This is an optimization exercise on Yosys and OpenROAD, whose aim is small area, a short achievable clock period and few clock cycles, not a production implementation. Function was checked by simulation only, so behaviour that the tests miss may differ from the original. Power and IR drop assume default switching activity.

==> design.v <==
module manchester_decoder #(
    parameter integer W           = 16,
    parameter integer NOISE_FLOOR = 64,
    parameter integer N_SAMPLES   = 260
) (
    input  wire          clk,
    input  wire          rst,
    input  wire          op_valid,
    output wire          op_ready,
    input  wire [W+3:0]  op_word,
    output reg           rsp_valid,
    output wire          rsp_ok,
    output wire [39:0]   rsp_data,
    output wire [1:0]    state,
    output wire          cap_en,
    output wire          trig_both,
    output wire          ctr_clear
);
    localparam [2:0] OP_START    = 3'd1;
    localparam [2:0] OP_EDGE     = 3'd2;
    localparam [2:0] OP_OVF      = 3'd3;
    localparam [2:0] OP_DECODE   = 3'd4;
    localparam [2:0] OP_GETSTATE = 3'd5;
    localparam [2:0] OP_GETFAC   = 3'd6;
    localparam [2:0] OP_GETUID   = 3'd7;
    localparam [1:0] S_INIT        = 2'd0;
    localparam [1:0] S_FIND_PERIOD = 2'd1;
    localparam [1:0] S_CAPTURE     = 2'd2;
    localparam [1:0] S_DONE        = 2'd3;
    localparam [2:0] RK_ZERO  = 3'd0;
    localparam [2:0] RK_STATE = 3'd1;
    localparam [2:0] RK_FAC   = 3'd2;
    localparam [2:0] RK_UID   = 3'd3;
    localparam [2:0] RK_DECOK = 3'd4;
    localparam [2:0] RK_FAIL  = 3'd6;    
    localparam [2:0] RK_NRDY  = 3'd7;    
    localparam [1:0] T_SEARCH = 2'd0;
    localparam [1:0] T_FRAME  = 2'd1;
    localparam [1:0] T_OFF    = 2'd2;
    localparam integer QN = 55;          
    localparam [3:0] R_0  = 4'b0001;     
    localparam [3:0] R_8  = 4'b0101;     
    localparam [3:0] R_10 = 4'b0111;     
    localparam [2:0] C_0  = 3'b001;      
    localparam [2:0] C_4  = 3'b111;      
    wire [2:0]   op       = op_word[W+3:W+1];
    wire         level    = op_word[W];
    wire [W-1:0] interval = op_word[W-1:0];
    reg  [1:0]    state_q;
    reg           cap_en_q;
    reg           trig_both_q;
    reg           ready_q;       
    reg           clr_en;        
    reg           bwait;         
    reg  [8:0]    cnt;           
    reg  [W-1:0]  min_interval;  
    reg  [17:0]   b3;            
    reg  [2:0]    b5h;           
    reg           last;          
    reg           p_en_m0, p_en_p1, p_en_even, p_hq, p_sh;
    reg           p_level, p_tro, p_tre;
    reg  [4:0]    p_s0;          
    reg  [QN-1:0] hq;            
    reg  [1:0]    alive;         
    reg           o_sel;         
    reg  [1:0]    tst  [0:3];    
    reg  [3:0]    trn  [0:3];    
    reg  [2:0]    tcl  [0:3];    
    reg  [3:0]    cacc [0:3];
    reg           wvalid;
    reg  [1:0]    widx;
    reg           pend;          
    reg  [1:0]    pend_u;
    reg  [39:0]   wdata;
    reg  [7:0]    facility;
    reg  [31:0]   uid;
    reg  [2:0]    rk;
    assign op_ready  = ready_q;
    assign state     = state_q;
    assign cap_en    = cap_en_q;
    assign trig_both = trig_both_q;
    wire accept   = op_valid && ready_q;
    assign ctr_clear = op_valid && clr_en && (op == OP_EDGE);
    wire r_dec = (rk == RK_DECOK);
    wire r_uid = r_dec || (rk == RK_UID);
    assign rsp_ok = !(rk[2] && rk[1]);
    assign rsp_data[39:32] = r_dec ? facility : 8'd0;
    assign rsp_data[31:8]  = r_uid ? uid[31:8] : 24'd0;
    assign rsp_data[7:2]   = r_uid ? uid[7:2] : (rk == RK_FAC) ? facility[7:2] : 6'd0;
    assign rsp_data[1:0]   = r_uid ? uid[1:0] : (rk == RK_FAC) ? facility[1:0] :
                             (rk == RK_STATE) ? state_q : (rk[2] && rk[1]) ? {1'b1, rk[0]} : 2'd0;
    wire [18:0] t3 = {1'b0, b3};
    wire [18:0] t5 = {b5h, min_interval};
    wire is_short = ({interval, 3'b111} >= t3) && ({interval, 3'b000} <= t5);
    wire is_long  = ({1'b0, interval, 2'b11} >= t3) && ({1'b0, interval, 2'b00} <= t5);
    wire noise    = (interval < NOISE_FLOOR);
    wire edge_ok   = accept && (op == OP_EDGE) && cap_en_q && !noise;
    wire valid_cap = edge_ok && (state_q == S_CAPTURE) && (is_short || is_long);
    wire two       = !is_short;
    wire s0_odd    = cnt[0];
    wire second    = two && (cnt != 9'd387);
    wire odd_pres  = s0_odd || second;
    wire even_pres = !s0_odd || second;
    wire trans1    = level ^ last;
    wire [8:0] cnt_o = cnt | 9'd1;
    wire en_m0   = odd_pres && (cnt_o <= 9'd383);
    wire en_p1   = odd_pres && (cnt_o >= 9'd131) && (cnt_o <= 9'd385);
    wire en_even = even_pres && (cnt != 9'd128) && (cnt <= 9'd384);
    wire [1:0] alive_n;
    assign alive_n[0] = alive[0] && !(p_en_m0 && !p_tro);
    assign alive_n[1] = alive[1] && !(p_en_even && !p_tre);
    wire x4    = hq[0] ^ hq[1] ^ hq[2] ^ hq[3];
    wire rp_m0 = p_level ^ x4;
    wire rp_p1 = p_level ^ hq[4];
    wire rp_p0 = !(p_level ^ (p_sh ? hq[3] : hq[4]));
    wire rp_m1 = !(p_sh ? (p_level ^ x4) : (x4 ^ hq[4]));
    wire sw    = alive[0] && !alive_n[0] && alive_n[1];
    wire o_eff = o_sel || sw;
    reg [3:0] c_en, c_b, u_en, u_b, u_rp;
    integer u;
    always @* begin
        for (u = 0; u < 4; u = u + 1) begin
            if (u % 2 == 0) begin    
                c_en[u] = o_sel ? p_en_even : p_en_m0;
                u_en[u] = o_eff ? p_en_even : p_en_m0;
                c_b[u]  = p_level ^ (u / 2);
                u_b[u]  = p_level ^ (u / 2);
                u_rp[u] = (o_eff ? rp_m1 : rp_m0) ^ (u / 2);
            end else begin           
                c_en[u] = o_sel ? p_en_p1 : p_en_even;
                u_en[u] = o_eff ? p_en_p1 : p_en_even;
                c_b[u]  = (o_sel ? !p_tro : !p_tre) ^ (u / 2);
                u_b[u]  = (o_eff ? !p_tro : !p_tre) ^ (u / 2);
                u_rp[u] = (o_eff ? rp_p1 : rp_p0) ^ (u / 2);
            end
        end
    end
    wire [4:0] s0m1 = p_s0 - 5'd1;
    wire [4:0] s0m2 = p_s0 - 5'd2;
    wire [3:0] n_m = (p_s0 == 5'd0) ? 4'd0 : s0m1[4:1];
    wire [3:0] n_p = (p_s0 < 5'd2) ? 4'd0 : s0m2[4:1];
    reg  [1:0] pre_tst  [0:3];
    reg  [3:0] pre_trn  [0:3];
    reg  [2:0] pre_tcl  [0:3];
    reg  [3:0] pre_cacc [0:3];
    reg        pv;
    reg  [3:0] pn;
    always @* begin
        for (u = 0; u < 4; u = u + 1) begin
            pv = (u % 2 == 0) ? (p_level ^ (u / 2)) : (u / 2);
            pn = (u % 2 == 0) ? n_m : n_p;
            pre_tst[u]  = T_SEARCH;
            pre_trn[u]  = R_0;
            pre_tcl[u]  = C_0;
            pre_cacc[u] = 4'd0;
            if (pv) begin
                case (pn)
                4'd0:  pre_trn[u] = 4'b0001;
                4'd1:  pre_trn[u] = 4'b0010;
                4'd2:  pre_trn[u] = 4'b0100;
                4'd3:  pre_trn[u] = 4'b1001;
                4'd4:  pre_trn[u] = 4'b0011;
                4'd5:  pre_trn[u] = 4'b0110;
                4'd6:  pre_trn[u] = 4'b1101;
                4'd7:  pre_trn[u] = 4'b1010;
                4'd8:  pre_trn[u] = 4'b0101;
                4'd9:  begin pre_tst[u] = T_FRAME; end
                4'd10: begin pre_tst[u] = T_FRAME; pre_tcl[u] = 3'b010; pre_cacc[u] = 4'b0001; end
                4'd11: begin pre_tst[u] = T_FRAME; pre_tcl[u] = 3'b101; pre_cacc[u] = 4'b0011; end
                4'd12: begin pre_tst[u] = T_FRAME; pre_tcl[u] = 3'b011; pre_cacc[u] = 4'b0111; end
                4'd13: begin pre_tst[u] = T_FRAME; pre_tcl[u] = 3'b111; pre_cacc[u] = 4'b1111; end
                default: pre_tst[u] = T_OFF;
                endcase
            end
        end
    end
    reg [3:0] cand;
    always @* begin
        for (u = 0; u < 4; u = u + 1)
            cand[u] = c_en[u] && (tst[u] == T_FRAME) && (trn[u] == R_10) &&
                      (tcl[u] == C_4) && !c_b[u] && (cacc[u] == 4'd0) && alive_n[o_sel];
    end
    wire even_first = !p_sh && p_hq;      
    reg  [3:0] cap_set, pend_set, now_ok;
    always @* begin
        for (u = 0; u < 4; u = u + 1) begin
            now_ok[u]   = (u % 2 == 0) ? o_sel : (o_sel || even_first);
            cap_set[u]  = (cand[u] && now_ok[u]) || (pend && p_hq && (pend_u == u));
            pend_set[u] = (cand[u] && !now_ok[u]) || (pend && !p_hq && (pend_u == u));
        end
    end
    reg [1:0] t_new, p_new;
    always @* begin
        t_new = 2'd3;
        p_new = 2'd3;
        for (u = 3; u >= 0; u = u - 1) begin
            if (cap_set[u])  t_new = u;
            if (pend_set[u]) p_new = u;
        end
    end
    wire take = (|cap_set) && (!wvalid || (t_new < widx));
    wire n_inv = t_new[1];
    wire n_enc = t_new[0];
    wire pol   = n_inv ^ (o_sel && !n_enc);
    reg [39:0] ndata;
    integer r, c, d;
    always @* begin
        for (r = 0; r < 10; r = r + 1)
            for (c = 0; c < 4; c = c + 1) begin
                d = 54 - 5 * r - c;
                ndata[39 - 4 * r - c] = pol ^ (n_enc ? (hq[d-1] ^ hq[d]) : hq[d]);
            end
    end
    wire [8:0] cnt_p1 = cnt + 9'd1;
    wire [8:0] cnt_p2 = cnt + 9'd2;
    wire [W-1:0] min_next = (interval < min_interval) ? interval : min_interval;
    wire end_fp = edge_ok && (state_q == S_FIND_PERIOD) && (cnt[6:0] == 7'd127);
    wire [18:0] m3 = {2'b00, min_interval, 1'b0} + {3'b000, min_interval};
    wire [18:0] m5 = {1'b0, min_interval, 2'b00} + {3'b000, min_interval};
    wire dec_now = accept && (op == OP_DECODE) && (state_q == S_DONE);
    reg  [1:0] cs_tst;
    reg  [3:0] cs_trn;
    reg  [2:0] cs_tcl;
    reg  [3:0] cs_cacc;
    always @(posedge clk) begin
        for (u = 0; u < 4; u = u + 1) begin
            if (bwait) begin
                tst[u] <= T_SEARCH;
                trn[u] <= R_0;
            end else if (sw || u_en[u]) begin
                cs_tst  = sw ? pre_tst[u]  : tst[u];
                cs_trn  = sw ? pre_trn[u]  : trn[u];
                cs_tcl  = sw ? pre_tcl[u]  : tcl[u];
                cs_cacc = sw ? pre_cacc[u] : cacc[u];
                tst[u]  <= cs_tst;
                trn[u]  <= cs_trn;
                tcl[u]  <= cs_tcl;
                cacc[u] <= cs_cacc;
                if (u_en[u]) begin
                    case (cs_tst)
                    T_SEARCH: begin
                        if (!u_b[u]) begin
                            trn[u] <= R_0;
                        end else if (cs_trn == R_8) begin
                            tst[u]  <= T_FRAME;
                            trn[u]  <= R_0;
                            tcl[u]  <= C_0;
                            cacc[u] <= 4'd0;
                        end else begin
                            trn[u] <= {cs_trn[2:0], cs_trn[3] ^ cs_trn[2]};
                        end
                    end
                    T_FRAME: begin
                        if (cs_tcl != C_4) begin
                            cacc[u] <= {cs_cacc[2:0], cs_cacc[3] ^ u_b[u]};
                            tcl[u]  <= {cs_tcl[1:0], cs_tcl[2] ^ cs_tcl[1]};
                        end else if (cs_trn != R_10) begin
                            if (u_rp[u])
                                tst[u] <= T_OFF;
                            tcl[u]  <= C_0;
                            trn[u]  <= {cs_trn[2:0], cs_trn[3] ^ cs_trn[2]};
                        end else begin
                            tst[u] <= T_OFF;
                        end
                    end
                    default: ;
                    endcase
                end
            end
        end
        if (bwait)
            o_sel <= 1'b0;
        else if (sw)
            o_sel <= 1'b1;
        if (bwait) begin
            alive  <= 2'b11;
            wvalid <= 1'b0;
            pend   <= 1'b0;
        end else begin
            alive  <= alive_n;
            pend   <= |pend_set;
            pend_u <= p_new;
            if (take) begin
                wvalid <= 1'b1;
                widx   <= t_new;
                wdata  <= ndata;
            end
        end
        if (p_hq)
            hq <= {hq[QN-2:0], p_level};
        p_en_m0   <= valid_cap && en_m0;
        p_en_p1   <= valid_cap && en_p1;
        p_en_even <= valid_cap && en_even;
        p_hq      <= valid_cap && odd_pres;
        p_sh      <= s0_odd;
        p_level   <= level;
        p_tro     <= s0_odd && trans1;
        p_tre     <= !s0_odd && trans1;
        p_s0      <= (cnt[8:5] == 4'b0100) ? cnt[4:0] : 5'd31;
        if (valid_cap)
            last <= level;
        if (rst) begin
            state_q     <= S_INIT;
            cap_en_q    <= 1'b0;
            trig_both_q <= 1'b0;
            ready_q     <= 1'b1;
            clr_en      <= 1'b0;
            bwait       <= 1'b0;
            facility    <= 8'd0;
            uid         <= 32'd0;
            rsp_valid   <= 1'b0;
            p_en_m0     <= 1'b0;
            p_en_p1     <= 1'b0;
            p_en_even   <= 1'b0;
            p_hq        <= 1'b0;
        end else begin
            rsp_valid <= accept;
            bwait     <= 1'b0;
            ready_q   <= 1'b1;
            clr_en    <= cap_en_q;
            if (bwait) begin
                b3                 <= m3[17:0];
                {b5h, min_interval} <= m5;
                trig_both_q        <= 1'b1;
                state_q            <= S_CAPTURE;
                rsp_valid          <= 1'b1;
            end
            if (accept) begin
                rk <= RK_ZERO;
                case (op)
                OP_START: begin
                    state_q     <= S_INIT;
                    trig_both_q <= 1'b0;
                    cap_en_q    <= 1'b1;
                    clr_en      <= 1'b1;
                end
                OP_OVF: begin
                    if (cap_en_q)
                        state_q <= S_INIT;
                end
                OP_EDGE: begin
                    if (cap_en_q) begin
                        if (noise) begin
                            state_q <= S_INIT;
                        end else begin
                            case (state_q)
                            S_INIT: begin
                                cnt          <= 9'd0;
                                min_interval <= {W{1'b1}};
                                trig_both_q  <= 1'b0;
                                if (level)
                                    state_q <= S_FIND_PERIOD;
                            end
                            S_FIND_PERIOD: begin
                                min_interval <= min_next;
                                cnt          <= cnt_p1;
                                if (cnt[6:0] == 7'd127) begin
                                    rsp_valid <= 1'b0;
                                    bwait     <= 1'b1;
                                    ready_q   <= 1'b0;
                                    clr_en    <= 1'b0;
                                end
                            end
                            S_CAPTURE: begin
                                if (!is_short && !is_long) begin
                                    state_q <= S_INIT;
                                end else begin
                                    cnt <= two ? cnt_p2 : cnt_p1;
                                    if (cnt == 9'd387 || (two && cnt == 9'd386)) begin
                                        cap_en_q <= 1'b0;
                                        clr_en   <= 1'b0;
                                        state_q  <= S_DONE;
                                    end
                                end
                            end
                            default: ;
                            endcase
                        end
                    end
                end
                OP_DECODE: begin
                    if (state_q != S_DONE)
                        rk <= RK_NRDY;
                end
                OP_GETSTATE: rk <= RK_STATE;
                OP_GETFAC:   rk <= RK_FAC;
                OP_GETUID:   rk <= RK_UID;
                default: ;
                endcase
            end
            if (dec_now) begin
                if (wvalid && alive[o_sel]) begin
                    facility <= wdata[39:32];
                    uid      <= wdata[31:0];
                    rk       <= RK_DECOK;
                end else begin
                    rk <= RK_FAIL;
                end
            end
        end
    end
endmodule
==> flow/run.sh <==
#!/bin/bash
set -euo pipefail
export BUFFER_PORTS_ARGS="-buffer_cell sky130_fd_sc_hd__buf_2"
export SETUP_SLACK_MARGIN=5.5
bash standard.sh > standard_flow.log 2>&1
==> standard.sh <==
#!/bin/bash
# synth_recipe.tcl (not shown) runs the flow's synth.tcl, then flattens the netlist and writes it again
# the make line also repeats each setting of config.mk as NAME=value (left out here)
make -C /OpenROAD-flow-scripts/flow DESIGN_CONFIG=/design/flow/config.mk WORK_HOME=/design/flow/orfs CLKGATE_MAP_FILE= SYNTH_SCRIPT=/design/flow/synth_recipe.tcl "${@:-finish}"
==> config.mk <==
export PLATFORM = sky130hd
export DESIGN_NAME = manchester_decoder
export DESIGN_NICKNAME = manchester_decoder
export VERILOG_FILES = /design/flow/design.v
export SDC_FILE = /design/flow/constraint.sdc
export NUM_CORES = 4
export LEC_CHECK = 0
export ABC_CLOCK_PERIOD_IN_PS = 4500
export CAP_MARGIN = 20
export CORE_MARGIN = 2
export CORE_UTILIZATION = 70
export CTS_BUF_LIST = sky130_fd_sc_hd__clkbuf_8
export CTS_CLUSTER_DIAMETER = 75
export CTS_CLUSTER_SIZE = 12
export PLACE_DENSITY = 0.85
export SLEW_MARGIN = 20
==> constraint.sdc <==
create_clock -name core_clock -period 10.0 [get_ports {clk}]
set_input_delay 2.0000 -clock core_clock [delete_from_list [all_inputs] [get_ports {clk}]]
set_output_delay 2.0000 -clock core_clock [all_outputs]
set_load 0.01 [all_outputs]
==> metrics.md, run 1 <==
| Metric | Value |
|---|---|
| Placed inst area | 0.01775 mm^2 |
| CTS buffer count | 26 |
| Register area share after synthesis | 41.60% |
| Pint | 1498 uW |
| Measured slew at the worst slew-check pin | 1053 ps |
| GR Layer Usage met2 | 56.26% |
| Setup violations, final | 0 |
| Detail Placement HPWL | around 30 mm |
| Reg power frac | 59.0% |
| WL/cell | around 19 um |
| Antenna Nets Post-Route | 0 |
| Clock group share of total power | 31.7% |
| Cell taking the most area after synthesis | edfxtp_1 |
| Met1 GRT Util | between 40 and 50% |
| Period minus WS final | around 4500 ps |
| Root buffer cell | clkbuf_8 |
| Required time of the critical path | 8000 ps |
| RSZ-0062 raised after global routing | yes |
| Max Cap Violations | 0 |
| Post-route cell area | between 0.015 and 0.02 mm^2 |
| Post-synth cell types | 85 |
| Via count | 14510 |
| Vias per cell | approximately 6.5 |
| Net Switching | ~500 uW |
| Clock Sinks | 267 |
| Largest net degree at the start of global routing | 71 |
| Sw Share | 25.08% |
| Busiest layer in global routing | met2 |
| DRT iter0 DRCs | 1549 |
| Input/output buffers | 70 |
| Worst setup EP type | output port |
| Peak fanout along the critical path | 2 |
| Maximum clock rate | about 220 MHz |
| Final period utilization | 45.17% |
| Area grow syn2layout | 7.035% |
| Most frequent cells after synthesis | nand2_1 (256), edfxtp_1 (177), ha_1 (144) |
| Max Root-Sink Buffers | 3 |
| First-pass GRT wire length | ~69 mm |
| Filler cell count | 1712 |
| Synth Net Count | between 1500 and 2000 |
| Die height | 160.3 um |
| Cell Rows | 57 |
| Multi-input gate area | 0.009485 mm^2 |
| Congestion Overflow GR | 0 |
| Initial antenna violation count | 1 |
| Max-slew violations | 0 |
| CP startpoint kind | primary input |
| Clock latency (worst-skew pair) | slightly below 600 ps |
| I/O pins | 71 |
| Placer congestion estimate | slightly above 0.9 |
| GR Util met3 | 3.538% |
| Worst clock skew | ~21 ps |
| Final Hold Vio Count | 0 |
| Core area | 0.02418 mm^2 |
| Share of layout cells above drive strength 1 | between 8 and 9% |
| Yosys top cell area share | 31.07% |
| Synth Register Bits | ~270 |
| Residual DRC | 0 |
| Worst-path clk slew | 80 ps |
| Worst path arrival time | 2520 ps |
| Post-synth EDFFs | 177 |
| Starting Density | 70.77% |
| Asr flop ratio synth | 0% |
| DIE AREA | between 0.02 and 0.03 mm^2 |
| WS Path Type | in2out |
| Register Area | 0.007121 mm^2 |
| Routed WL | 42.65 mm |
| Syn Inst Count | 1827 |
| Die width | 160.3 um |
| Post-Syn Area | 0.01711 mm^2 |
| Leak pwr | about 0.0071 uW |
| Largest cells by area after synthesis | edfxtp_1 (31%), dfxtp_1 (11%), ha_1 (11%), nand2_1 (5.6%), xnor2_1 (5.4%) |
| DR pass1 iterations | 8 |
| Max VDD drop | 141.6 uV |
| Status | no timing/DRC/antenna violations |
| Ys flop type | edfxtp_1 |
| Most frequent cell after synthesis | nand2_1 |
| Slew HR | just under 30% |
| Hold-fix buffers, CTS | 0 |
| Synth warn | 9 |
| Hold Path Class | reg2reg |
| Comb pwr share | 9.2% |
| Average cell area after synthesis | 9.364 um^2 |
| Tot GR Track Use | 32.48% |
| Clock tree from TritonCTS | built |
| Via count of the first global-routing pass | 14050 |
| Post-Route Setup TNS | 0 ps |
| CTS H-tree lvls | 1 |
| Final #Nets | roughly 2000 |
| PwrDens | 109.2 mW/mm^2 |
-- final timing paths --
kind	startpoint	to	slack [ps]	depth (start not counted)
worst max-delay path	op_word[17]	ctr_clear	5480	5
worst max register to register	p_s0[1]	tcl[2][2]	5780	16
worst min-delay path	uid[14]	uid[14]	450	2
worst min register to register	uid[14]	uid[14]	450	2
-- cells by family after synthesis --
kind of cell | synth area share (%)
AO/OA/AOI/OAI | 19.56
XOR/XNOR | 5.836
adder cells (fa/ha/maj) | 10.76
buffers and inverters | 3.459
flip-flops | 41.60
multiplexers | 0.8337
AND/OR/NAND/NOR | 17.95
-- flip-flops by register name (all words and copies together) (netlist names), 2 cells and up --
| name | flops |
|---|---|
| alive | 2 |
| b3 | 18 |
| b5h | 3 |
| cacc | 16 |
| cnt | 9 |
| facility | 8 |
| hq | 55 |
| min_interval | 16 |
| p_s0 | 5 |
| pend_u | 2 |
| rk | 3 |
| state_q | 2 |
| tcl | 12 |
| trn | 16 |
| tst | 8 |
| uid | 32 |
| wdata | 40 |
| widx | 2 |
-- layer usage --
| metal | vias up | part of all wire (%) |
|---|---|---|
| li1 | 6830 | - |
| met1 | 6883 | 41 |
| met2 | 673 | 48 |
| met3 | 121 | 7.1 |
| met4 | 0 | 3.6 |
| met5 | - | 0 |
-- critical path, stage by stage --
cell and delay (ps):
buf_8 100, nor2b_4 120, nand3_2 80, nor2_1 80, buf_2 130
-- final cells by class --
cell class                 count  area share (%)
multi-input combinational   1408           51.80
sequential                   267           38.88
timing repair buffer          91           2.883
tap                          324           2.214
clock buffer                  27           2.029
inverter                      86           1.763
clock inverter                19          0.4168
antenna                        1         0.01366
-- per-stage QoR --
step	utilization, %	hold slack [ps]	power [uW]	cells	setup WS (ps)
after floorplan	-	406.4	1331	1827	5628
after global placement	73.41	430.1	1375	2169	5125
after detailed placement	73.41	437.2	1383	2169	4967
after CTS	75.54	456.7	1996	2218	5477
after global routing	75.74	471.3	2064	2223	5457
final	75.74	453.0	1999	2223	5483
-- power groups by stage --
stage	sequential [uW]	combinational, uW	clock (uW)
finish	1180	185	634
global route	1180	206	677
CTS	1180	181	635
detailed placement	1210	177	0
global placement	1210	170	0
floorplan	1200	129	0
-- what timing repair did --
item                       CTS  global route
gates resized for setup     12             3
setup endpoints to repair   58            66
pin swaps                    2             1
buffers inserted             3             4
-- layout by cell type, fill, tap and decap left out, types with 51 or more instances in the layout --
master / netlist / layout
o21ai_0: 77 / 77
dfxtp_1: 90 / 87
nand2_1: 256 / 256
buf_2: 11 / 68
a21oi_1: 143 / 141
edfxtp_1: 177 / 177
inv_1: 85 / 103
nor2_1: 110 / 107
ha_1: 144 / 144
and2_1: 51 / 51
xnor2_1: 106 / 106
Testbench counts, summed over its fixed seeds: cycles 16,552.
==> run 2, diff against run 1 <==
--- a/flow/run.sh
+++ b/flow/run.sh
@@ -4,2 +4,3 @@
 export SETUP_SLACK_MARGIN=5.5
+export CTS_ARGS="-sink_clustering_enable -repair_clock_nets -dont_use_dummy_load -sink_clustering_size 12 -sink_clustering_max_diameter 75 -buf_list sky130_fd_sc_hd__clkbuf_8"
 bash standard.sh > standard_flow.log 2>&1
==> run 2 against run 1 <==
Effect of this change:
- still clean on timing, DRC and antenna
- flip-flop and latch count unchanged
- worst setup slack improved by 1.6 ps
- fmax about the same
- non-clock buffer count unchanged
- clock power decreased by 7.1%
- first-iteration DRC count decreased by 7.6%
- cell area decreased by 0.49%
- hold slack got worse by 0.87 ps
- register-to-register slack improved by 20 ps
- total power decreased by 2.3%
==> metrics.md, run 2 <==
| Metric | Value |
|---|---|
| Worst setup EP type | output port (unchanged) |
| CTS buffer count | 26 (unchanged) |
| RSZ-0062 raised after global routing | yes (unchanged) |
| Comb pwr share | 9.5% (was 9.2%) |
| Post-Route Setup TNS | 0 ps (unchanged) |
| Worst clock skew | 43.88 ps (was 20.54 ps) |
| Pint | 1478 uW (was 1498 uW) |
| Input/output buffers | 70 (unchanged) |
| Slowest CP cell | buf_2 (unchanged) |
| CP cell instances | buf_8, nor2b_4, nand3_2, nor2_1, buf_2 (unchanged) |
| Worst path arrival time | 2520 ps (about the same) |
| Total chip power | 1954 uW (was 1999 uW) |
| Clock Sinks | 267 (unchanged) |
| Setup violations, final | 0 (unchanged) |
| Yosys top cell area share | 31.07% (unchanged) |
| I/O pins | 71 (unchanged) |
| Post-Syn Area | 0.01711 mm^2 (unchanged) |
| Max VDD drop | 109.5 uV (was 141.6 uV) |
| WS Path Type | in2out (unchanged) |
| Residual DRC | 0 (unchanged) |
| DIE AREA | 0.02571 mm^2 (unchanged) |
| Final Hold Vio Count | 0 (unchanged) |
| Largest net degree at the start of global routing | 71 (unchanged) |
| DP Worst Slack | 4967 ps (unchanged) |
| Status | no timing/DRC/antenna violations (unchanged) |
| Crit Reg-Reg Endpoint | tcl[2][2] (unchanged) |
| PwrDens | 107.2 mW/mm^2 (was 109.2 mW/mm^2) |
| Final WS setup | 5485 ps (was 5483 ps) |
| Worst hold stages | 2 (unchanged) |
| Register Area | 0.007121 mm^2 (unchanged) |
| Measured slew at the worst slew-check pin | 1089 ps (was 1053 ps) |
| Synth Register Bits | 267 (unchanged) |
| Synth warn | 9 (unchanged) |
| Max reg flops | 55 (unchanged) |
| Most frequent cells after synthesis | nand2_1 (256), edfxtp_1 (177), ha_1 (144) (unchanged) |
| Clock latency (worst-skew pair) | 580 ps (was 590 ps) |
| Via count of the first global-routing pass | 14130 (was 14050) |
| Post-route cell area | 0.01822 mm^2 (was 0.01831 mm^2) |
| Max Cap Violations | 0 (unchanged) |
| Via count | 14460 (was 14510) |
| Post-synth EDFFs | 177 (unchanged) |
| FF-to-FF setup slack | 5800 ps (was 5780 ps) |
| Detail Placement HPWL | 30.37 mm (unchanged) |
| First-pass GRT wire length | 69.08 mm (was 69.04 mm) |
| Die width | 160.3 um (unchanged) |
| Average cell area after synthesis | 9.364 um^2 (unchanged) |
| Share of layout cells above drive strength 1 | 8.573% (was 8.588%) |
| Placer congestion estimate | 0.9254 (unchanged) |
| Vias per cell | 6.563 (was 6.526) |
| Core area | 0.02418 mm^2 (unchanged) |
| RR Startpoint | p_s0[1] (unchanged) |
| DRT iter0 DRCs | 1431 (was 1549) |
| Biggest regs | hq (55), wdata (40), uid (32) (unchanged) |
| Reg2Reg Depth | 16 (unchanged) |
| Root buffer cell | clkbuf_8 (unchanged) |
| Ys flop type | edfxtp_1 (unchanged) |
| Cell taking the most area after synthesis | edfxtp_1 (unchanged) |
| Final period utilization | 45.15% (was 45.17%) |
| Area grow syn2layout | 6.509% (was 7.035%) |
| Cell Rows | 57 (unchanged) |
| Multi-input gate area | 0.009485 mm^2 (unchanged) |
| Peak fanout along the critical path | 2 (unchanged) |
| Clock tree from TritonCTS | built (unchanged) |
| Max incr delay on CP | 130 ps (about the same) |
| Clock group share of total power | 30.1% (was 31.7%) |
| Largest reg by FF count | hq (unchanged) |
| Post-synth cell types | 85 (unchanged) |
| Most frequent cell after synthesis | nand2_1 (unchanged) |
| Max Root-Sink Buffers | 3 (unchanged) |
| Placed inst area | 0.01775 mm^2 (unchanged) |
| WL/cell | 19.35 um (was 19.19 um) |
| Asr flop ratio synth | 0% (unchanged) |
| Worst-path clk slew | 80 ps (about the same) |
| Die height | 160.3 um (unchanged) |
| Period minus WS final | 4515 ps (was 4517 ps) |
| DR pass1 iterations | 6 (was 8) |
| Leak pwr | 0.006986 uW (was 0.007094 uW) |
| CP startpoint kind | primary input (unchanged) |
| Maximum clock rate | 221.5 MHz (was 221.4 MHz) |
| Required time of the critical path | 8000 ps (about the same) |
| Congestion Overflow GR | 0 (unchanged) |
| CTS H-tree lvls | 1 (unchanged) |
| Final #Nets | 2049 (unchanged) |
| Synth Net Count | 1996 (unchanged) |
| Most common cell after layout, fill and taps aside | nand2_1 (unchanged) |
| Routed WL | 42.64 mm (was 42.65 mm) |
| Max-slew violations | 0 (unchanged) |
| Starting Density | 70.77% (unchanged) |
| Filler cell count | 1732 (was 1712) |
| Min-delay src | uid[14] (unchanged) |
| Antenna Nets Post-Route | 0 (unchanged) |
| Net Switching | 475.7 uW (was 501.4 uW) |
| Initial antenna violation count | 1 (unchanged) |
| Sw Share | 24.34% (was 25.08%) |
| Register area share after synthesis | 41.60% (unchanged) |
| Slew HR | 27.38% (was 29.78%) |
| Largest cells by area after synthesis | edfxtp_1 (31%), dfxtp_1 (11%), ha_1 (11%), nand2_1 (5.6%), xnor2_1 (5.4%) (unchanged) |
| Min-Delay Endpoint | uid[14] (unchanged) |
| Tot GR Track Use | 32.58% (was 32.48%) |
| Reg power frac | 60.4% (was 59.0%) |
| Syn Inst Count | 1827 (unchanged) |
| Hold Path Class | reg2reg (unchanged) |
| Most frequent cells in the layout | nand2_1 (256), edfxtp_1 (177), ha_1 (144) (unchanged) |
run 2: per-layer routing:
| layer | vias to the layer above | track usage, % | routed length, um |
|---|---|---|---|
| met5 | - | 0 | 0 |
| met4 | 0 | 13.27 | 1790 |
| met3 | 133 | 4.055 | 3109 |
| met2 | 647 | 55.98 | 20480 |
| met1 | 6857 | 42.12 | 17250 |
| li1 | 6821 | - | - |
run 2: how the worst max path moves through the flow:
stage                      startpoint        end  slack, ps  cells after the start
after global placement     op_word[2]     cnt[4]       5130                     10
after global routing      op_word[18]  ctr_clear       5460                      5
after detailed placement   op_word[2]     cnt[7]       4970                     10
after floorplan           op_word[18]  ctr_clear       5630                      3
final                     op_word[17]  ctr_clear       5480                      5
after CTS                 op_word[17]  ctr_clear       5480                      5
run 2: layout make-up:
class | count | area share (%)
clock buffer | 26 | 1.964
antenna | 1 | 0.01373
sequential | 267 | 39.08
tap | 324 | 2.225
inverter | 86 | 1.771
multi-input combinational | 1408 | 52.05
timing repair buffer | 91 | 2.898
run 2: power by group through the flow:
stage | logic, uW | clock network (uW) | registers [uW]
after floorplan | 129 | 0 | 1200
after global placement | 170 | 0 | 1210
after detailed placement | 177 | 0 | 1210
after CTS | 181 | 593 | 1180
after global routing | 206 | 631 | 1180
final | 185 | 589 | 1180
run 2: cell families (layout without fill, tap and decap cells):
| kind of cell | count (synthesis) | in the layout | share of synthesized area, % |
|---|---|---|---|
| other | 0 | 1 | 0 |
| buffers and inverters | 152 | 203 | 3.459 |
| AOI/OAI and AO/OA | 496 | 496 | 19.56 |
| xor gates and xnor gates | 114 | 114 | 5.836 |
| and+or+nand+nor | 638 | 638 | 17.95 |
| muxes | 14 | 14 | 0.8337 |
| adders and majority gates | 146 | 146 | 10.76 |
| DFF | 267 | 267 | 41.60 |
run 2: critical path: cells and delay by family:
kind / cells / cell delay, ps
buf+inv: 2 / 230
simple gates: 3 / 280
run 2: through the flow:
| step | instances | hold WS [ps] | utilization, % |
|---|---|---|---|
| after floorplan | 1827 | 406.4 | - |
| after global placement | 2169 | 430.1 | 73.41 |
| after detailed placement | 2169 | 437.2 | 73.41 |
| after CTS | 2198 | 455.9 | 75.17 |
| after global routing | 2203 | 470.4 | 75.37 |
| final | 2203 | 452.2 | 75.37 |
run 2: repair_timing:
action	in CTS	in global routing
buffers inserted	3	4
hold buffers	0	0
resized for setup	12	3
gates cloned	0	0
pin swaps	2	1
setup endpoints to repair	58	66
==> run 3, diff against run 2 <==
--- a/config.mk
+++ b/config.mk
@@ -10,3 +10,3 @@
 export CORE_MARGIN = 2
-export CORE_UTILIZATION = 70
+export CORE_UTILIZATION = 60
 export CTS_BUF_LIST = sky130_fd_sc_hd__clkbuf_8
@@ -14,3 +14,3 @@
 export CTS_CLUSTER_SIZE = 12
-export PLACE_DENSITY = 0.85
+export PLACE_DENSITY = 0.75
 export SLEW_MARGIN = 20
==> run 3 against run 2 <==
Effect of this change:
- critical path type unchanged
- non-clock buffer count down 4
- clock skew down 29 ps
- still clean on timing, DRC and antenna
- hold slack worse by 0.97 ps
==> metrics.md, run 3 <==
| Metric | Value |
|---|---|
| Clock tree from TritonCTS | built (unchanged) |
| Maximum clock rate | 220.9 MHz (was 221.5 MHz) |
| Synth warn | 9 (unchanged) |
| Yosys top cell area share | 31.07% (unchanged) |
| Period minus WS final | 4527 ps (was 4515 ps) |
| Reg power frac | 60.5% (was 60.4%) |
| Post-Route Setup TNS | 0 ps (unchanged) |
| Max Root-Sink Buffers | 3 (unchanged) |
| Most common cell after layout, fill and taps aside | nand2_1 (unchanged) |
| Required time of the critical path | 8000 ps (about the same) |
| First-pass GRT wire length | 68.33 mm (was 69.08 mm) |
| Die height | 172.9 um (was 160.3 um) |
| Most frequent cells after synthesis | nand2_1 (256), edfxtp_1 (177), ha_1 (144) (unchanged) |
| Initial antenna violation count | 1 (unchanged) |
| Input/output buffers | 70 (unchanged) |
| Register area share after synthesis | 41.60% (unchanged) |
| Max reg flops | 55 (unchanged) |
| CTS buffer count | 26 (unchanged) |
| Max-slew violations | 0 (unchanged) |
| Cell Rows | 61 (was 57) |
| Final #Nets | 2045 (was 2049) |
| Tot GR Track Use | 27.23% (was 32.58%) |
| Average cell area after synthesis | 9.364 um^2 (unchanged) |
| Clock Sinks | 267 (unchanged) |
| DRT iter0 DRCs | 1361 (was 1431) |
| Post-Syn Area | 0.01711 mm^2 (unchanged) |
| DIE AREA | 0.02988 mm^2 (was 0.02571 mm^2) |
| I/O pins | 71 (unchanged) |
| Cell taking the most area after synthesis | edfxtp_1 (unchanged) |
| DR pass1 iterations | 5 (was 6) |
| Detail Placement HPWL | 29.89 mm (was 30.37 mm) |
| Measured slew at the worst slew-check pin | 1005 ps (was 1089 ps) |
| RSZ-0062 raised after global routing | yes (unchanged) |
| Vias per cell | 6.270 (was 6.563) |
| Worst hold stages | 2 (unchanged) |
| Final WS setup | 5473 ps (was 5485 ps) |
| Peak fanout along the critical path | 2 (unchanged) |
| Net Switching | 472.8 uW (was 475.7 uW) |
| Comb pwr share | 9.4% (was 9.5%) |
| Worst-path clk slew | 70 ps (was 80 ps) |
| Hold Path Class | reg2reg (unchanged) |
| Final period utilization | 45.27% (was 45.15%) |
| Starting Density | 61.25% (was 70.77%) |
| Largest net degree at the start of global routing | 71 (unchanged) |
| Max Cap Violations | 0 (unchanged) |
| Residual DRC | 0 (unchanged) |
| Clock group share of total power | 30.1% (about the same) |
| Clock latency (worst-skew pair) | 560 ps (was 580 ps) |
| Family with the most delay on the worst path | simple AND/OR/NAND/NOR gates (unchanged) |
| Ys flop type | edfxtp_1 (unchanged) |
| Synth Net Count | 1996 (unchanged) |
| WL/cell | 18.38 um (was 19.35 um) |
| Root buffer cell | clkbuf_8 (unchanged) |
| Setup violations, final | 0 (unchanged) |
| Share of layout cells above drive strength 1 | 8.378% (was 8.573%) |
| Biggest regs | hq (55), wdata (40), uid (32) (unchanged) |
| Synth Register Bits | 267 (unchanged) |
| Core area | 0.02793 mm^2 (was 0.02418 mm^2) |
| Most frequent cell after synthesis | nand2_1 (unchanged) |
| Post-synth EDFFs | 177 (unchanged) |
| Via count of the first global-routing pass | 13750 (was 14130) |
| Largest reg by FF count | hq (unchanged) |
| Worst clock skew | 14.55 ps (was 43.88 ps) |
| Largest cells by area after synthesis | edfxtp_1 (31%), dfxtp_1 (11%), ha_1 (11%), nand2_1 (5.6%), xnor2_1 (5.4%) (unchanged) |
| Reg2Reg Depth | 16 (unchanged) |
| Leak pwr | 0.006966 uW (was 0.006986 uW) |
| Via count | 14130 (was 14460) |
| CP cell instances | buf_8, nor2b_4, nand3_2, nor2_1, buf_2 (unchanged) |
| PwrDens | 106.8 mW/mm^2 (was 107.2 mW/mm^2) |
| Status | no timing/DRC/antenna violations (unchanged) |
| Most frequent cells in the layout | nand2_1 (256), edfxtp_1 (177), ha_1 (144) (unchanged) |
| Worst setup EP type | output port (unchanged) |
| Antenna Nets Post-Route | 0 (unchanged) |
| Asr flop ratio synth | 0% (unchanged) |
| Routed WL | 41.42 mm (was 42.64 mm) |
| Area grow syn2layout | 6.736% (was 6.509%) |
| CP startpoint kind | primary input (unchanged) |
| Crit. path cell count | 5 (unchanged) |
| Crit path buf inv count | 2 (unchanged) |
| Max VDD drop | 138.2 uV (was 109.5 uV) |
| DP Worst Slack | 4945 ps (was 4967 ps) |
| Slew HR | 32.98% (was 27.38%) |
| Congestion Overflow GR | 0 (unchanged) |
| Final Hold Vio Count | 0 (unchanged) |
| Sw Share | 24.24% (was 24.34%) |
| CTS H-tree lvls | 1 (unchanged) |
| Hold-fix buffers, CTS | 0 (unchanged) |
| Pint | 1478 uW (about the same) |
| Worst path arrival time | 2530 ps (was 2520 ps) |
| Syn Inst Count | 1827 (unchanged) |
| WS Path Type | in2out (unchanged) |
| Max incr delay on CP | 140 ps (was 130 ps) |
| Post-synth cell types | 85 (unchanged) |
| Die width | 172.9 um (was 160.3 um) |
| Placer congestion estimate | 0.9430 (was 0.9254) |
| Slowest CP cell | nor2b_4 (was buf_2) |
==> run 3: cell count changes in the layout (fill, tap and decap cells not counted) <==
| cell | delta |
|---|---|
| buf_4 | -4 |
| a2111oi_0 | -1 |
| a2111oi_1 | +1 |
==> run 3: repair_timing <==
action / 4_1_cts / 5_1_grt
setup endpoints to repair: 59 / 47
pin swaps: 2 / 1
resized for setup: 12 / 4
hold endpoints to repair: 0 / 0
setup buffers: 3 / 0
==> run 3: power groups by stage <==
stage	Combinational, uW	Sequential [uW]	Clock [uW]
final	184	1180	586
after global routing	205	1180	640
after CTS	180	1180	602
after detailed placement	177	1210	0
after global placement	171	1210	0
after floorplan	129	1200	0
==> run 3: cells by family after synthesis <==
kind of cell    after synthesis  synth area share, %
buf+inv                     152                3.459
fa+ha+maj                   146                10.76
mux                          14               0.8337
xor+xnor                    114                5.836
flops                       267                41.60
simple gates                638                17.95
compound gates              496                19.56
==> run 3: final timing paths <==
path,from,end,slack (ps)
hold / removal,uid[13],uid[13],450
setup reg to reg,p_s0[1],cacc[2][1],5770
setup / recovery,op_word[18],ctr_clear,5470
hold reg to reg,uid[13],uid[13],450
==> run 3: through the flow <==
step	utilization [%]	hold slack [ps]	power [uW]	area [um^2]	instances
global placement	63.78	428.5	1376	17820	2223
detailed placement	63.78	435.2	1382	17820	2223
floorplan	-	406.4	1331	17120	1827
finish	65.37	451.2	1950	18260	2253
CTS	65.30	453.8	1962	18240	2252
global route	65.37	470.1	2026	18260	2253
==> run 3: layer usage <==
| metal | up-vias | GRT usage (%) | routed length (um) |
|---|---|---|---|
| li1 | 6810 | - | - |
| met1 | 6761 | 36.61 | 18220 |
| met2 | 463 | 46.05 | 19750 |
| met3 | 93 | 3.342 | 2325 |
| met4 | 0 | 8.581 | 1124 |
| met5 | - | 0 | 0 |
==> run 3: worst reg2reg max path, cell delays in order, from the launching register on <==
cell and delay [ps]:
dfxtp_1 370, inv_1 130, ha_1 180, or3b_1 400, or2_2 350, nand2_1 200
inv_1 130, ha_1 210, a21o_1 240, o211a_1 190, a22oi_1 230, ha_1 220
inv_1 60, a211oi_2 390, a31oi_1 240, a21oi_1 290, o32ai_1 140
==> run 3: final cells by class <==
type                            instances  area, um^2
Antenna cell                            1       2.502
Fill cell                            2321        9673
Tap cell                              378       473.0
Clock buffer                           26       357.8
Multi-Input combinational cell       1408        9487
Sequential cell                       267        7121
Inverter                               86       322.8
Timing Repair Buffer                   87       498.0
==> run 4, diff against run 3 <==
--- a/config.mk
+++ b/config.mk
@@ -10,3 +10,3 @@
 export CORE_MARGIN = 2
-export CORE_UTILIZATION = 60
+export CORE_UTILIZATION = 80
 export CTS_BUF_LIST = sky130_fd_sc_hd__clkbuf_8
@@ -14,3 +14,3 @@
 export CTS_CLUSTER_SIZE = 12
-export PLACE_DENSITY = 0.75
+export PLACE_DENSITY = 0.92
 export SLEW_MARGIN = 20
==> run 4 against run 3 <==
Effect of this change:
- worst setup slack got worse by 41 ps
- critical path type unchanged
- hold slack gained 4.9 ps
- non-clock buffer count is 1 higher
- combinational power up 5%
- die area is 24% lower
- synthesized area stayed put
- count of clock-buffer cells in the layout is the same
- total power grew 1.4%
- synthesized cell count is the same
- clock power is 3% higher
- sequential share of layout area grew 0.26 points
- core utilization rose by 21 points
- still clean on timing, DRC and antenna
==> metrics.md, run 4 <==
| Metric | Value |
|---|---|
| Status | no timing/DRC/antenna violations (unchanged) |
| Largest net degree at the start of global routing | 56 (was 71) |
| Dpl cells | 2120 (was 2223) |
| Vias per cell | 7.060 (was 6.270) |
| Family with the most delay on the worst path | simple AND/OR/NAND/NOR gates (unchanged) |
| Final WS setup | 5432 ps (was 5473 ps) |
| Max incr delay on CP | 150 ps (was 140 ps) |
| Register area share after synthesis | 41.60% (unchanged) |
| Area grow syn2layout | 6.033% (was 6.736%) |
| Die height | 150.2 um (was 172.9 um) |
| RR Startpoint | p_s0[1] (unchanged) |
| Core area | 0.02102 mm^2 (was 0.02793 mm^2) |
| First-pass GRT wire length | 73.49 mm (was 68.33 mm) |
| Initial antenna violation count | 0 (was 1) |
| Post-synth EDFFs | 177 (unchanged) |
| Most frequent cells after synthesis | nand2_1 (256), edfxtp_1 (177), ha_1 (144) (unchanged) |
| Syn Inst Count | 1827 (unchanged) |
| I/O pins | 71 (unchanged) |
| Via count | 15190 (was 14130) |
| Share of layout cells above drive strength 1 | 8.480% (was 8.378%) |
| Max Cap Violations | 0 (unchanged) |
| DRT iter0 DRCs | 1787 (was 1361) |
| Max reg flops | 55 (unchanged) |
| Tot GR Track Use | 40.47% (was 27.23%) |
| Ys flop type | edfxtp_1 (unchanged) |
| Yosys top cell area share | 31.07% (unchanged) |
| Worst-path clk slew | 80 ps (was 70 ps) |
| Layout Utilization | 86.30% (was 65.37%) |
| Worst path arrival time | 2570 ps (was 2530 ps) |
| Most frequent cell after synthesis | nand2_1 (unchanged) |
| Congestion Overflow GR | 0 (unchanged) |
| Clock tree from TritonCTS | built (unchanged) |
| Maximum clock rate | 218.9 MHz (was 220.9 MHz) |
| Period minus WS final | 4568 ps (was 4527 ps) |
| Clock Sinks | 267 (unchanged) |
| Starting Density | 81.39% (was 61.25%) |
| Cell Rows | 53 (was 61) |
| Max VDD drop | 119.5 uV (was 138.2 uV) |
| Worst clock skew | 20.31 ps (was 14.55 ps) |
| Largest reg by FF count | hq (unchanged) |
| Die width | 150.2 um (was 172.9 um) |
| Max Root-Sink Buffers | 3 (unchanged) |
| DIE AREA | 0.02257 mm^2 (was 0.02988 mm^2) |
| Routed WL | 46.57 mm (was 41.42 mm) |
| Peak fanout along the critical path | 2 (unchanged) |
| Hold Path Class | reg2reg (unchanged) |
| Setup violations, final | 0 (unchanged) |
| Most common cell after layout, fill and taps aside | nand2_1 (unchanged) |
| Synth warn | 9 (unchanged) |
| Slowest CP cell | buf_2 (was nor2b_4) |
| PwrDens | 109.0 mW/mm^2 (was 106.8 mW/mm^2) |
| CTS buffer count | 26 (unchanged) |
| Asr flop ratio synth | 0% (unchanged) |
| Detail Placement HPWL | 32.08 mm (was 29.89 mm) |
| Total chip power | 1978 uW (was 1950 uW) |
| WL/cell | 21.65 um (was 18.38 um) |
| Hold-fix buffers, CTS | 0 (unchanged) |
| Final #Nets | 2046 (was 2045) |
| Measured slew at the worst slew-check pin | 1072 ps (was 1005 ps) |
| Antenna Nets Post-Route | 0 (unchanged) |
| Min-delay src | uid[17] (was uid[13]) |
| Average cell area after synthesis | 9.364 um^2 (unchanged) |
| Post-Syn Area | 0.01711 mm^2 (unchanged) |
| Placer congestion estimate | 0.9663 (was 0.9430) |
| CP startpoint kind | primary input (unchanged) |
| Required time of the critical path | 8000 ps (about the same) |
| Biggest regs | hq (55), wdata (40), uid (32) (unchanged) |
| Root buffer cell | clkbuf_8 (unchanged) |
| Cell taking the most area after synthesis | edfxtp_1 (unchanged) |
| Post-Route Setup TNS | 0 ps (unchanged) |
| WS Path Type | in2out (unchanged) |
| Largest cells by area after synthesis | edfxtp_1 (31%), dfxtp_1 (11%), ha_1 (11%), nand2_1 (5.6%), xnor2_1 (5.4%) (unchanged) |
| Clock latency (worst-skew pair) | 580 ps (was 560 ps) |
| RSZ-0062 raised after global routing | yes (unchanged) |
| Worst setup EP type | output port (unchanged) |
| Crit path buf inv count | 2 (unchanged) |
| Input/output buffers | 70 (unchanged) |
| CTS H-tree lvls | 1 (unchanged) |
| Slew HR | 28.54% (was 32.98%) |
| Final period utilization | 45.68% (was 45.27%) |
| Most frequent cells in the layout | nand2_1 (256), edfxtp_1 (177), ha_1 (144) (unchanged) |
| Synth Net Count | 1996 (unchanged) |
| Post-synth cell types | 85 (unchanged) |
| Max-slew violations | 0 (unchanged) |
| DP Worst Slack | 5053 ps (was 4945 ps) |
| Crit path launch | op_word[17] (was op_word[18]) |
| DR pass1 iterations | 10 (was 5) |
| Synth Register Bits | 267 (unchanged) |
| CP cell instances | buf_8, nor2b_4, nand3_2, nor2_2, buf_2 (was buf_8, nor2b_4, nand3_2, nor2_1, buf_2) |
| Leak pwr | 0.006970 uW (was 0.006966 uW) |
| Via count of the first global-routing pass | 14720 (was 13750) |
| Fin cells | 2151 (was 2253) |
| Final Hold Vio Count | 0 (unchanged) |
| Residual DRC | 0 (unchanged) |
run 4: cell count changes in the layout (fill, tap and decap cells not counted), sizes merged:
cell and change:
buf +1
run 4: what timing repair did:
action / in CTS / in global routing
cloned: 0 / 0
setup buffers: 3 / 1
resized for setup: 13 / 3
setup endpoints to repair: 91 / 47
pin swaps: 2 / 1
run 4: worst register-to-register path, delay by kind of cell (launching register included):
family / cells / cell delay, ps
adder cells (fa/ha/maj): 3 / 570
AO/OA/AOI/OAI: 7 / 1830
AND/OR/NAND/NOR: 3 / 940
flip-flops: 1 / 370
buffers and inverters: 3 / 310
run 4: worst paths after layout:
path	endpoint	slack, ps	cells after the start
setup reg to reg	cacc[2][1]	5720	16
hold reg to reg	uid[17]	460	2
hold / removal	uid[17]	460	2
setup / recovery	ctr_clear	5430	5
run 4: per-layer routing:
metal / vias to the layer above / wire length, um / GRT usage (%)
met1: 7044 / 17030 / 51.50
met4: 0 / 2549 / 19.15
met2: 1046 / 22030 / 67.65
met5: - / 0 / 0
met3: 293 / 4960 / 6.727
li1: 6804 / - / -
run 4: logic make-up after synthesis:
group                    count (synthesis)  synth area share (%)
multiplexers                            14                0.8337
adder cells (fa/ha/maj)                146                 10.76
AND/OR/NAND/NOR                        638                 17.95
flip-flops                             267                 41.60
buffers and inverters                  152                 3.459
XOR/XNOR                               114                 5.836
AO/OA/AOI/OAI                          496                 19.56
run 4: final cells by class:
cell class | instances | area, um^2
fill | 1107 | 2880
clock buffer | 26 | 357.8
inverter | 86 | 322.8
antenna | 1 | 2.502
sequential | 267 | 7121
tap | 275 | 344.1
timing repair buffer | 88 | 505.5
multi-input combinational | 1408 | 9488
run 4: power breakdown:
part | internal, uW | total [uW] | leakage, uW | switching [uW]
Sequential | 1170 | 1180 | 0.00222 | 8.98
Combinational | 76.4 | 194 | 0.00456 | 118
Clock | 231 | 603 | 0.000187 | 371
run 4: stage by stage:
stage                     area (um^2)  hold slack (ps)
after detailed placement        17690            437.3
after global placement          17680            428.9
after global routing            18140            461.0
final                           18140            456.1
after CTS                       18110            452.3
after floorplan                 17120            406.4
==> run 5, diff against run 4 <==
--- a/config.mk
+++ b/config.mk
@@ -8,5 +8,5 @@
 export ABC_CLOCK_PERIOD_IN_PS = 4500
-export CAP_MARGIN = 20
+export CAP_MARGIN = 5
 export CORE_MARGIN = 2
-export CORE_UTILIZATION = 80
+export CORE_UTILIZATION = 70
 export CTS_BUF_LIST = sky130_fd_sc_hd__clkbuf_8
@@ -14,3 +14,3 @@
 export CTS_CLUSTER_SIZE = 12
-export PLACE_DENSITY = 0.92
-export SLEW_MARGIN = 20
+export PLACE_DENSITY = 0.85
+export SLEW_MARGIN = 5
==> run 5 against run 4 <==
Effect of this change:
- still clean on timing, DRC and antenna
- non-clock buffer count up 3
- fmax is 1.2% higher
- count of clock-buffer cells in the layout unchanged
- worst setup slack improved by 53 ps
- core utilization down 11 points
- critical path depth unchanged
- hold slack worse by 4.0 ps
- global-route usage fell by 7.9 points
- die area rose by 14%
- first-iteration DRC count down 20%
- clock power fell by 2%
- critical path type unchanged
- critical endpoint unchanged
==> metrics.md, run 5 <==
| Metric | Value |
|---|---|
| Total chip power | 1953 uW (was 1978 uW) |
| WL/cell | 19.33 um (was 21.65 um) |
| Via count of the first global-routing pass | 14130 (was 14720) |
| Sw Share | 24.32% (was 25.19%) |
| Congestion Overflow GR | 0 (unchanged) |
| First-pass GRT wire length | 69.08 mm (was 73.49 mm) |
| Slew HR | 26.52% (was 28.54%) |
| Yosys top cell area share | 31.07% (unchanged) |
| Final period utilization | 45.15% (was 45.68%) |
| Tot GR Track Use | 32.58% (was 40.47%) |
| Clock latency (worst-skew pair) | 570 ps (was 580 ps) |
| Starting Density | 70.77% (was 81.39%) |
| FF-to-FF setup slack | 5800 ps (was 5720 ps) |
| CTS buffer count | 26 (unchanged) |
| Comb pwr share | 9.5% (was 9.8%) |
| Syn Inst Count | 1827 (unchanged) |
| Largest reg by FF count | hq (unchanged) |
| Clock group share of total power | 30.1% (was 30.5%) |
| Most frequent cells after synthesis | nand2_1 (256), edfxtp_1 (177), ha_1 (144) (unchanged) |
| Register Area | 0.007121 mm^2 (unchanged) |
| Reg power frac | 60.4% (was 59.7%) |
| Most common cell after layout, fill and taps aside | nand2_1 (unchanged) |
| CTS H-tree lvls | 1 (unchanged) |
| Measured slew at the worst slew-check pin | 1098 ps (was 1072 ps) |
| Status | no timing/DRC/antenna violations (unchanged) |
| Root buffer cell | clkbuf_8 (unchanged) |
| Hold Path Class | reg2reg (unchanged) |
| Crit Reg-Reg Endpoint | tcl[2][2] (was cacc[2][1]) |
| Net Switching | 474.9 uW (was 498.3 uW) |
| Maximum clock rate | 221.5 MHz (was 218.9 MHz) |
| Cell Rows | 57 (was 53) |
| Final Hold Vio Count | 0 (unchanged) |
| WS Path Type | in2out (unchanged) |
| Post-synth EDFFs | 177 (unchanged) |
| Routed WL | 42.58 mm (was 46.57 mm) |
| RR Startpoint | p_s0[1] (unchanged) |
| Worst setup EP type | output port (unchanged) |
| Largest net degree at the start of global routing | 71 (was 56) |
| Post-synth cell types | 85 (unchanged) |
| Min-delay src | uid[14] (was uid[17]) |
| Clock tree from TritonCTS | built (unchanged) |
| Most frequent cell after synthesis | nand2_1 (unchanged) |
| Detail Placement HPWL | 30.37 mm (was 32.08 mm) |
| Vias per cell | 6.569 (was 7.060) |
| Placer congestion estimate | 0.9254 (was 0.9663) |
| Asr flop ratio synth | 0% (unchanged) |
| Reg2Reg Depth | 16 (unchanged) |
| Die width | 160.3 um (was 150.2 um) |
| Cell taking the most area after synthesis | edfxtp_1 (unchanged) |
| Residual DRC | 0 (unchanged) |
| Core area | 0.02418 mm^2 (was 0.02102 mm^2) |
| Most frequent cells in the layout | nand2_1 (256), edfxtp_1 (177), ha_1 (144) (unchanged) |
| Period minus WS final | 4515 ps (was 4568 ps) |
| Input/output buffers | 70 (unchanged) |
| Synth Register Bits | 267 (unchanged) |
| Max Root-Sink Buffers | 3 (unchanged) |
| Worst path arrival time | 2520 ps (was 2570 ps) |
| Max reg flops | 55 (unchanged) |
| Leak pwr | 0.006987 uW (was 0.006970 uW) |
| Synth warn | 9 (unchanged) |
| Ys flop type | edfxtp_1 (unchanged) |
| Worst hold stages | 2 (unchanged) |
| Max VDD drop | 109.5 uV (was 119.5 uV) |
| Average cell area after synthesis | 9.364 um^2 (unchanged) |
| Area grow syn2layout | 6.494% (was 6.033%) |
| RSZ-0062 raised after global routing | yes (unchanged) |
| Initial antenna violation count | 1 (was 0) |
| DRT iter0 DRCs | 1437 (was 1787) |
| Placed inst area | 0.01775 mm^2 (was 0.01769 mm^2) |
| Share of layout cells above drive strength 1 | 8.520% (was 8.480%) |
| Worst clock skew | 41.10 ps (was 20.31 ps) |
| Register area share after synthesis | 41.60% (unchanged) |
| Multi-input gate area | 0.009483 mm^2 (was 0.009488 mm^2) |
| Final #Nets | 2049 (was 2046) |
| Required time of the critical path | 8000 ps (about the same) |
| Die height | 160.3 um (was 150.2 um) |
| Largest cells by area after synthesis | edfxtp_1 (31%), dfxtp_1 (11%), ha_1 (11%), nand2_1 (5.6%), xnor2_1 (5.4%) (unchanged) |
| Via count | 14470 (was 15190) |
| Post-route cell area | 0.01822 mm^2 (was 0.01814 mm^2) |
| PwrDens | 107.2 mW/mm^2 (was 109.0 mW/mm^2) |
| Post-Syn Area | 0.01711 mm^2 (unchanged) |
| Filler cell count | 1731 (was 1107) |
| Biggest regs | hq (55), wdata (40), uid (32) (unchanged) |
| Min-Delay Endpoint | uid[14] (was uid[17]) |
| Pint | 1478 uW (was 1480 uW) |
| Hold-fix buffers, CTS | 0 (unchanged) |
| Max Cap Violations | 0 (unchanged) |
| Antenna Nets Post-Route | 0 (unchanged) |
| I/O pins | 71 (unchanged) |
| Worst-path clk slew | 80 ps (about the same) |
| CP startpoint kind | primary input (unchanged) |
| DIE AREA | 0.02571 mm^2 (was 0.02257 mm^2) |
| Setup violations, final | 0 (unchanged) |
| Max-slew violations | 0 (unchanged) |
| Peak fanout along the critical path | 2 (unchanged) |
| Post-Route Setup TNS | 0 ps (unchanged) |
| Synth Net Count | 1996 (unchanged) |
| DR pass1 iterations | 8 (was 10) |
| Layout Utilization | 75.36% (was 86.30%) |
| Clock Sinks | 267 (unchanged) |
==> run 5: cell counts after synthesis <==
Identical to the previous run, type by type.
==> run 5: metrics by stage <==
stage	worst slack, ps	hold WS [ps]	cells
6_report	5485	452.1	2203
5_1_grt	5457	470.4	2203
2_1_floorplan	5628	406.4	1827
3_3_place_gp	5125	430.1	2169
3_5_place_dp	4967	437.2	2169
4_1_cts	5477	455.9	2198
==> run 5: worst max-delay path: stages <==
cell and delay [ps]:
buf_8 100, nor2b_4 120, nand3_2 80, nor2_1 80, buf_2 130
==> run 5: worst max-delay path by stage <==
stage / from / endpoint / slack (ps) / cells after the start
finish: op_word[17] / ctr_clear / 5480 / 5
global route: op_word[18] / ctr_clear / 5460 / 5
CTS: op_word[17] / ctr_clear / 5480 / 5
detailed placement: op_word[2] / cnt[7] / 4970 / 10
global placement: op_word[2] / cnt[4] / 5130 / 10
floorplan: op_word[18] / ctr_clear / 5630 / 3
==> run 5: what timing repair did <==
item	4_1_cts	5_1_grt
setup endpoints to repair	58	66
setup buffers	3	4
pin swaps	2	1
resized for setup	12	3
==> run 5: cell families after synthesis <==
logic type,synth area share [%]
buffers and inverters,3.459
xor gates and xnor gates,5.836
adders and majority gates,10.76
AOI/OAI and AO/OA,19.56
DFF,41.60
muxes,0.8337
and+or+nand+nor,17.95
==> run 5: layer usage <==
metal / vias to the layer above / GRT usage, % / routed length, um
met3: 139 / 4.055 / 3158
met5: - / 0 / 0
met1: 6853 / 42.12 / 17170
met4: 0 / 13.27 / 1828
li1: 6821 / - / -
met2: 658 / 55.98 / 20430
==> run 5: cell type report <==
type,instances,area share [%]
Timing Repair Buffer,91,2.898
Tap cell,324,2.225
Multi-Input combinational cell,1408,52.05
Clock buffer,26,1.964
Inverter,86,1.772
Antenna cell,1,0.01373
Sequential cell,267,39.08
==> run 5: power groups by stage <==
stage / clock network [uW] / registers (uW) / logic (uW)
2_1_floorplan: 0 / 1200 / 129
3_3_place_gp: 0 / 1210 / 170
3_5_place_dp: 0 / 1210 / 177
4_1_cts: 593 / 1180 / 181
5_1_grt: 631 / 1180 / 206
6_report: 588 / 1180 / 185
==> run 6, diff against run 5 <==
==> flow/run.sh (replaced) <==
#!/bin/bash
set -euo pipefail
export BUFFER_PORTS_ARGS="-buffer_cell sky130_fd_sc_hd__buf_2"
export SETUP_SLACK_MARGIN=5.45
export CTS_ARGS="-sink_clustering_enable -repair_clock_nets -dont_use_dummy_load -sink_clustering_size 14 -sink_clustering_max_diameter 75 -buf_list sky130_fd_sc_hd__clkbuf_8"
bash standard.sh > standard_flow.log 2>&1
--- a/config.mk
+++ b/config.mk
@@ -8,3 +8,3 @@
 export ABC_CLOCK_PERIOD_IN_PS = 4500
-export CAP_MARGIN = 5
+export CAP_MARGIN = 20
 export CORE_MARGIN = 2
@@ -13,4 +13,4 @@
 export CTS_CLUSTER_DIAMETER = 75
-export CTS_CLUSTER_SIZE = 12
+export CTS_CLUSTER_SIZE = 14
 export PLACE_DENSITY = 0.85
-export SLEW_MARGIN = 5
+export SLEW_MARGIN = 20
==> run 6 against run 5 <==
Effect of this change:
- sequential power about the same
- count of clock-buffer cells in the layout is 3 lower
- via count fell by 0.48%
- synthesized area unchanged
- fmax decreased by 0.44%
- combinational power is essentially flat
- non-clock buffer count shrank 4
- cell count shrank 0.32%
- sequential share of layout area increased by 0.16 points
- hold slack worse by 6.8 ps
- routed wire length down 0.55%
- cell area down 0.40%
- largest cell class unchanged
==> metrics.md, run 6 <==
| Metric | Value |
|---|---|
| Status | no timing/DRC/antenna violations (unchanged) |
| Setup violations, final | 0 (unchanged) |
| Detail Placement HPWL | 30.37 mm (unchanged) |
| Final period utilization | 45.35% (was 45.15%) |
| Starting Density | 70.77% (unchanged) |
| Fin cells | 2196 (was 2203) |
| Synth warn | 9 (unchanged) |
| RSZ-0062 raised after global routing | no (was yes) |
| CTS H-tree lvls | 1 (unchanged) |
| FF-to-FF setup slack | 5790 ps (was 5800 ps) |
| Most frequent cells in the layout | nand2_1 (256), edfxtp_1 (177), ha_1 (144) (unchanged) |
| Final #Nets | 2042 (was 2049) |
| Area grow syn2layout | 6.070% (was 6.494%) |
| Measured slew at the worst slew-check pin | 1065 ps (was 1098 ps) |
| PwrDens | 105.6 mW/mm^2 (was 107.2 mW/mm^2) |
| Input/output buffers | 70 (unchanged) |
| Worst setup EP type | output port (unchanged) |
| Max-slew violations | 0 (unchanged) |
| Dpl cells | 2169 (unchanged) |
| Placer congestion estimate | 0.9254 (unchanged) |
| Hold Path Class | reg2reg (unchanged) |
| Synth Register Bits | 267 (unchanged) |
| Asr flop ratio synth | 0% (unchanged) |
| Most common cell after layout, fill and taps aside | nand2_1 (unchanged) |
| Tot GR Track Use | 32.27% (was 32.58%) |
| Cell Rows | 57 (unchanged) |
| Share of layout cells above drive strength 1 | 8.231% (was 8.520%) |
| Initial antenna violation count | 1 (unchanged) |
| Max Root-Sink Buffers | 3 (unchanged) |
| Clock tree from TritonCTS | built (unchanged) |
| CP startpoint kind | primary input (unchanged) |
| Residual DRC | 0 (unchanged) |
| Antenna Nets Post-Route | 0 (unchanged) |
| WS Path Type | in2out (unchanged) |
| First-pass GRT wire length | 68.48 mm (was 69.08 mm) |
| Min Hold Slack | 445.3 ps (was 452.1 ps) |
| Most frequent cells after synthesis | nand2_1 (256), edfxtp_1 (177), ha_1 (144) (unchanged) |
| Slew HR | 28.97% (was 26.52%) |
| Core area | 0.02418 mm^2 (unchanged) |
| Register area share after synthesis | 41.60% (unchanged) |
| Syn Inst Count | 1827 (unchanged) |
| Post-Syn Area | 0.01711 mm^2 (unchanged) |
| Die height | 160.3 um (unchanged) |
| Congestion Overflow GR | 0 (unchanged) |
| DP Worst Slack | 4967 ps (unchanged) |
| Slowest CP cell | nor2b_4 (was buf_2) |
| Routed WL | 42.35 mm (was 42.58 mm) |
| Max incr delay on CP | 150 ps (was 130 ps) |
| Vias per cell | 6.558 (was 6.569) |
| Leak pwr | 0.006942 uW (was 0.006987 uW) |
| DRT iter0 DRCs | 1583 (was 1437) |
| Crit path buf inv count | 2 (unchanged) |
| Post-synth cell types | 85 (unchanged) |
| Root buffer cell | clkbuf_8 (unchanged) |
| Worst clock skew | 45.88 ps (was 41.10 ps) |
| CP cell instances | buf_8, nor2b_4, nand3_2, nor2_1, buf_2 (unchanged) |
| Post-synth EDFFs | 177 (unchanged) |
| Max Cap Violations | 0 (unchanged) |
| Largest cells by area after synthesis | edfxtp_1 (31%), dfxtp_1 (11%), ha_1 (11%), nand2_1 (5.6%), xnor2_1 (5.4%) (unchanged) |
| DR pass1 iterations | 6 (was 8) |
| Clock Sinks | 267 (unchanged) |
| Synth Net Count | 1996 (unchanged) |
| Cell taking the most area after synthesis | edfxtp_1 (unchanged) |
| Most frequent cell after synthesis | nand2_1 (unchanged) |
| Ys flop type | edfxtp_1 (unchanged) |
| Via count of the first global-routing pass | 13990 (was 14130) |
| Via count | 14400 (was 14470) |
| Period minus WS final | 4535 ps (was 4515 ps) |
| Max VDD drop | 120.7 uV (was 109.5 uV) |
| Average cell area after synthesis | 9.364 um^2 (unchanged) |
| Largest net degree at the start of global routing | 71 (unchanged) |
| I/O pins | 71 (unchanged) |
| Clock latency (worst-skew pair) | 570 ps (about the same) |
| Final Hold Vio Count | 0 (unchanged) |
| Maximum clock rate | 220.5 MHz (was 221.5 MHz) |
| Peak fanout along the critical path | 6 (was 2) |
| Biggest regs | hq (55), wdata (40), uid (32) (unchanged) |
| Worst-path clk slew | 90 ps (was 80 ps) |
| Largest reg by FF count | hq (unchanged) |
| Yosys top cell area share | 31.07% (unchanged) |
| DIE AREA | 0.02571 mm^2 (unchanged) |
| Final WS setup | 5465 ps (was 5485 ps) |
| CTS buffer count | 23 (was 26) |
| Max reg flops | 55 (unchanged) |
| Worst path arrival time | 2540 ps (was 2520 ps) |
| Post-Route Setup TNS | 0 ps (unchanged) |
| Die width | 160.3 um (unchanged) |
| Required time of the critical path | 8000 ps (about the same) |
| Family with the most delay on the worst path | simple AND/OR/NAND/NOR gates (unchanged) |
| WL/cell | 19.29 um (was 19.33 um) |
| Layout Utilization | 75.06% (was 75.36%) |
## run 6: cell counts after synthesis
Identical to the previous run, type by type.
## run 6: worst paths after layout
kind,startpoint,endpoint,depth (start not counted)
worst max register to register,p_s0[1],tcl[2][2],16
worst min-delay path,hq[5],hq[6],0
worst min register to register,hq[5],hq[6],0
worst max-delay path,op_word[18],ctr_clear,5
## run 6: worst register-to-register path: stages, from the launching register on
cell,delay [ps]
dfxtp_1,370
inv_1,120
ha_1,180
or3b_1,400
or2_2,350
nand2_1,180
inv_1,130
ha_1,210
a21o_1,240
o211a_1,200
a22oi_1,210
ha_1,210
inv_1,60
a211oi_2,370
nand2_1,230
o31ai_1,350
o22ai_1,140
## run 6: stage by stage
step	area [um^2]	power, uW
final	18150	1916
after global routing	18150	1978
after CTS	18110	1921
after detailed placement	17750	1383
after global placement	17750	1375
after floorplan	17120	1331
## run 6: kinds of logic (layout without fill, tap and decap cells)
| group | after synthesis | count (layout) | share of synthesized area [%] |
|---|---|---|---|
| compound gates | 496 | 496 | 19.56 |
| xor+xnor | 114 | 114 | 5.836 |
| fa+ha+maj | 146 | 146 | 10.76 |
| buf+inv | 152 | 196 | 3.459 |
| flops | 267 | 267 | 41.60 |
| mux | 14 | 14 | 0.8337 |
| other cells | 0 | 1 | 0 |
| simple gates | 638 | 638 | 17.95 |
## run 6: area by class of cell
| cell class | count | area (um^2) |
|---|---|---|
| Inverter | 86 | 322.8 |
| Multi-Input combinational cell | 1408 | 9485 |
| Antenna cell | 1 | 2.502 |
| Timing Repair Buffer | 87 | 494.2 |
| Sequential cell | 267 | 7121 |
| Fill cell | 1746 | 6030 |
| Tap cell | 324 | 405.4 |
| Clock buffer | 23 | 316.6 |
## run 6: report_power, final
group | internal (uW) | leakage (uW) | switching [uW]
Clock | 206 | 0.000165 | 345
Combinational | 75.1 | 0.00455 | 109
Sequential | 1170 | 0.00222 | 8.50
Total | 1450 | 0.00694 | 463
## run 6: layer usage
layer	wire length (um)	vias to the layer above	track usage, %
met2	20400	644	54.96
met1	17360	6835	42.19
met3	2934	122	3.771
li1	-	6800	-
met5	0	-	0
met4	1660	0	13.43
## run 6: timing repair
action | 4_1_cts | 5_1_grt
gates cloned | 0 | 0
hold buffers | 0 | 0
buffers inserted | 1 | 2
setup endpoints to repair | 58 | 40
endpoints found under the hold margin | 0 | 0
gates resized for setup | 11 | 3
pin swaps | 2 | 1
